What follows belongs to an exercise in optimizing a design on an open flow for small area, a short achievable clock period and few clock cycles per item; a production flow would make more cautious choices.
In this exercise RTL edits were held to simulation tests only and were not proved equivalent to the original.

==> flow/design.v, too long to show whole: its modules and the start of the top module <==
// module bc4_block_decoder: 1099 lines
module bc4_block_decoder (
    input  wire         clk,
    input  wire         rst,
    input  wire         in_valid,
    output wire         in_ready,
    input  wire [63:0]  in_block,
    output wire         out_valid,
    input  wire         out_ready,
    output wire [127:0] out_texels
);
  // ...
==> flow/flow/run.sh <==
#!/bin/bash
set -euo pipefail
bash standard.sh SETUP_SLACK_MARGIN=8 finish > standard_flow.log 2>&1
==> flow/standard.sh <==
#!/bin/bash
# synth_recipe.tcl (not shown) runs the flow's synth.tcl, then flattens the netlist and writes it again
# the make line also repeats each setting of config.mk as NAME=value (left out here)
make -C /OpenROAD-flow-scripts/flow DESIGN_CONFIG=/design/flow/config.mk WORK_HOME=/design/flow/orfs CLKGATE_MAP_FILE= SYNTH_SCRIPT=/design/flow/synth_recipe.tcl "${@:-finish}"
==> flow/config.mk <==
export PLATFORM = sky130hd
export DESIGN_NAME = bc4_block_decoder
export DESIGN_NICKNAME = bc4_block_decoder
export VERILOG_FILES = /design/flow/design.v
export SDC_FILE = /design/flow/constraint.sdc
export NUM_CORES = 4
export LEC_CHECK = 0
export ABC_AREA = 1
export CAP_MARGIN = 20
export CORE_MARGIN = 2
export CORE_UTILIZATION = 40
export SETUP_SLACK_MARGIN = 5
export SLEW_MARGIN = 20
export TNS_END_PERCENT = 5
==> flow/constraint.sdc <==
create_clock -name core_clock -period 12.0 [get_ports {clk}]
set_input_delay 2.4000 -clock core_clock [delete_from_list [all_inputs] [get_ports {clk}]]
set_output_delay 2.4000 -clock core_clock [all_outputs]
set_load 0.01 [all_outputs]
==> results.sh, run 1 <==
export IMPL_status="no timing/DRC/antenna violations"
export IMPL_setup_tns_ns=0
export IMPL_seq_cell_count=369
export IMPL_hold_violations=0
export IMPL_slew_limit_headroom_pct=30.6
export IMPL_fin_ws_ns=7.04
export IMPL_clk_latency_ns=0.59
export IMPL_post_cts_buffers=284
export IMPL_io_buffers=197
export IMPL_multi_input_area_mm2=0.0180
export IMPL_top_regs="ib (74), pal (64), sk (64)"
export IMPL_synth_xor_area_share_pct=1.89
export IMPL_synth_compound_area_share_pct=21.9
export IMPL_synth_top_family_by_area="compound AO/OA/AOI/OAI gates"
export IMPL_drc=0
export IMPL_critical_path_cell_chain="buf_6 -> nor3_4 -> a221oi_1 -> o211ai_1 -> clkdlybuf4s15_2"
export IMPL_syn_inst=3723
export IMPL_regToRegEndpoint="e4[6]"
export IMPL_grt_pass1_wl_um=201000
export IMPL_io_pins=198
export IMPL_worst_ep_arrival_time_ns=2.56
export IMPL_grt_max_degree=75
export IMPL_clockBufferDepth=3
export IMPL_seq_cell_share_pct=28.1
export IMPL_required_ns=9.60
export IMPL_r2r_cells=30
export IMPL_synth_area_leaders="edfxtp_1 (37%), nand2_1 (9.6%), ha_1 (8.0%), inv_1 (6.5%), o22ai_1 (5.5%)"
export IMPL_dpl_instance_area_mm2=0.0325
export IMPL_layout_commonest_cell="nand2_1"
export IMPL_wl_um=142000
export IMPL_antenna_left=0
export IMPL_synth_area_mux_share_pct=0.0674
export IMPL_core_area_mm2=0.0732
export IMPL_yosys_warnings=1
export IMPL_clk_share_pct=3.43
export IMPL_cp_max_fo=8
export IMPL_rsz0062_at_grt="true"
export IMPL_crit_cells=5
export IMPL_fin_cells=5202
Testbench counts, summed over its fixed seeds: cycles 984, items 960.
==> run 2: changes to the inputs <==
--- a/flow/config.mk
+++ b/flow/config.mk
@@ -9,6 +9,6 @@
 export CAP_MARGIN = 20
 export CORE_MARGIN = 2
-export CORE_UTILIZATION = 40
+export CORE_UTILIZATION = 50
 export SETUP_SLACK_MARGIN = 5
 export SLEW_MARGIN = 20
-export TNS_END_PERCENT = 5
+export TNS_END_PERCENT = 0
==> results.sh, run 2 <==
export IMPL_dpl_hpwl_um=94300
export IMPL_rows=89
export IMPL_max_freq_ghz=0.197
export IMPL_via_per_inst=6.99
export IMPL_layout_commonest_cell="nand2_1"
export IMPL_dr_first_iter_drc_count=5865
export IMPL_syn_inst=3723
export IMPL_clockBufferDepth=3
export IMPL_yosysSeqAreaShare_pct=37.1
export IMPL_avgSynthCellArea_um2=7.98
export IMPL_worst_pin_slew_ns=1.13
export IMPL_post_synth_top_count_cell="nand2_1"
export IMPL_setup_tns_ns=0
export IMPL_finalCritPeriodShare_pct=42.3
export IMPL_cts_buffers=40
export IMPL_clk_latency_ns=0.60
export IMPL_cts_htree_levels=2
export IMPL_syn_num_nets=4024
export IMPL_syn_cell_area_mm2=0.0297
export IMPL_synth_edff_count=364
export IMPL_overflow=0
export IMPL_grt_pass1_wl_um=213000
export IMPL_wl_um=151000
export IMPL_synth_area_leader_cell="edfxtp_1"
export IMPL_io_pins=198
export IMPL_top_regs="ib (74), pal (64), sk (64)"
export IMPL_crit_type="reg -> out"
export IMPL_place_congestion=1.10
export IMPL_clkSinkCount=369
export IMPL_clkTransAtPathRegs_ns=0.06
export IMPL_grt_max_degree=75
export IMPL_min_path_type="reg -> reg"
export IMPL_period_minus_slack_ns=5.07
export IMPL_root_buffer="clkbuf_16"
export IMPL_core_area_mm2=0.0589
export IMPL_dpl_cell_count=4580
export IMPL_slew_limit_headroom_pct=24.0
export IMPL_synth_seq_cells=369
export IMPL_crit_path_end_kind="output port"
export IMPL_cts_tree="built"
export IMPL_async_flop_share_pct=0
export IMPL_fill_cells=4651
export IMPL_drc=0
export IMPL_fin_cells=5018
export IMPL_hold_buffers=0
export IMPL_setup_viol=0
export IMPL_cp_max_fo=6
export IMPL_grtUsageTotal_pct=47.8
export IMPL_rsz0062_at_grt="true"
export IMPL_synth_area_leaders="edfxtp_1 (37%), nand2_1 (9.6%), ha_1 (8.0%), inv_1 (6.5%), o22ai_1 (5.5%)"
export IMPL_die_area_mm2=0.0614
export IMPL_hold_violations=0
export IMPL_maxCapViolations=0
export IMPL_final_max_slew_viol_count=0
export IMPL_worst_ep_arrival_time_ns=2.67
export IMPL_grt_pass1_vias=32800
export IMPL_synth_top_area_share_pct=36.8
export IMPL_setup_worst_path_start_class="register"
export IMPL_vias=35100
export IMPL_mostFrequentLayoutCells="nand2_1 (703), inv_1 (385), edfxtp_1 (364)"
export IMPL_wire_per_inst_um=30.1
export IMPL_yosys_warnings=1
export IMPL_firstDrtPassIters=13
export IMPL_status="no timing/DRC/antenna violations"
export IMPL_nets=4507
export IMPL_synth_cell_type_count=63
export IMPL_required_ns=9.60
export IMPL_regMostFlops="ib"
export IMPL_area_growth_syn_to_layout_pct=30.6
export IMPL_antenna_found_initial=9
export IMPL_netlist_top_cells_count="nand2_1 (759), inv_1 (517), edfxtp_1 (364)"
export IMPL_io_buffers=197
export IMPL_fin_worst_skew_ns=0.0532
export IMPL_drive_gt1_share_pct=22.8
export IMPL_synthFlopType="edfxtp_1"
export IMPL_largest_register_ffs=74
export IMPL_die_y_um=248
export IMPL_antenna_left=0
export IMPL_start_util_pct=50.4
export IMPL_die_width_um=248
==> run 2: final timing paths <==
kind	from	end	slack [ns]	cells after the start
worst min-delay path	idx[35]	oidx[35]	0.40	0
worst min register to register	idx[35]	oidx[35]	0.40	0
worst max-delay path	oidx[46]	out_texels[120]	6.93	6
worst max register to register	ib[22]	e4[7]	6.98	25
==> run 2: cell families (layout without fill, tap and decap cells) <==
| kind of cell | after synthesis | in the layout | synth area share [%] |
|---|---|---|---|
| XOR/XNOR | 64 | 64 | 1.89 |
| buffers and inverters | 690 | 1202 | 8.97 |
| multiplexers | 2 | 2 | 0.0674 |
| flip-flops | 369 | 369 | 37.1 |
| AO/OA/AOI/OAI | 1027 | 1027 | 21.9 |
| adder cells (fa/ha/maj) | 233 | 233 | 10.9 |
| AND/OR/NAND/NOR | 1338 | 1340 | 19.1 |
| other | 0 | 8 | 0 |
==> run 2: area by class of cell <==
class                           count  area, µm²  area share [%]
Tap cell                          773        967            2.49
Clock buffer                       50       1040            2.68
Inverter                          552       2380            6.14
Timing Repair inverter              4       22.5          0.0580
Antenna cell                        8       20.0          0.0516
Timing Repair Buffer              573       5090            13.1
Sequential cell                   369      11000            28.4
Clock inverter                     23        310           0.800
Multi-Input combinational cell   2666      17900            46.2
==> run 2: critical path: stages (launching register included) <==
cell and delay (ns):
edfxtp_1 0.60, nor2_1 0.15, nand2_1 0.17, inv_2 0.12, a221oi_4 0.37, o2111ai_4 0.40, buf_6 0.26
==> run 2: through the flow <==
step	util (%)	setup slack, ns	area, µm²	hold slack (ns)
floorplan	-	5.53	29800	0.400
global placement	54.8	5.66	32300	0.402
detailed placement	54.8	5.45	32300	0.405
finish	65.9	6.93	38800	0.403
global route	65.8	6.83	38800	0.401
CTS	65.1	7.23	38400	0.402
==> run 2: routing by layer <==
layer,routed length [µm],up-vias,global-route usage (%)
li1,-,14300,-
met1,52100,16500,57.5
met2,61400,3245,67.6
met3,24500,1036,24.3
met4,12700,16,28.5
met5,423,-,3.58
==> run 2: repair_timing <==
action / in CTS / in global routing
gates resized for setup: 809 / 83
setup endpoints to repair: 472 / 450
endpoints found under the hold margin: 0 / 0
pin swaps: 117 / 32
gates cloned: 7 / 2
setup buffers: 336 / 12

-- static timing again, ports no longer ideal --
In the flow no input, the clock included, has a driving cell. The finished layouts below were timed again as built, in two steps.
Step 1: set_driving_cell puts a clkbuf_16 on clk and a buf_2 on each other input, an assumption about the parent block.
Step 2 adds t to the input delays and takes it off the output delays; t is the mean of the earliest and latest rising clock arrival at the registers after step 1. Input paths then give back, and output paths get back, about the clock's delay inside the block.
Slacks: ideal / step 1 / step 2; pairs: ideal / step 1.
| run | shift t [ns] | setup slack, ns | hold WS [ns] | slew at the worst register clock pin (ns) | pins driven straight from the clock port |
|---|---|---|---|---|---|
| run 1 | 0.640 | 7.045 / 6.974 / 6.914 | 0.413 / 0.413 / 0.413 | 0.06 / 0.06 | 1 |
| run 2 | 0.645 | 6.927 / 6.859 / 6.620 | 0.403 / 0.403 / 0.403 | 0.08 / 0.08 | 1 |
After both steps every run listed still meets setup and hold. The setup slack of run 2, which loses most, moves by -0.068 ns with the drivers and by -0.307 ns with both steps.
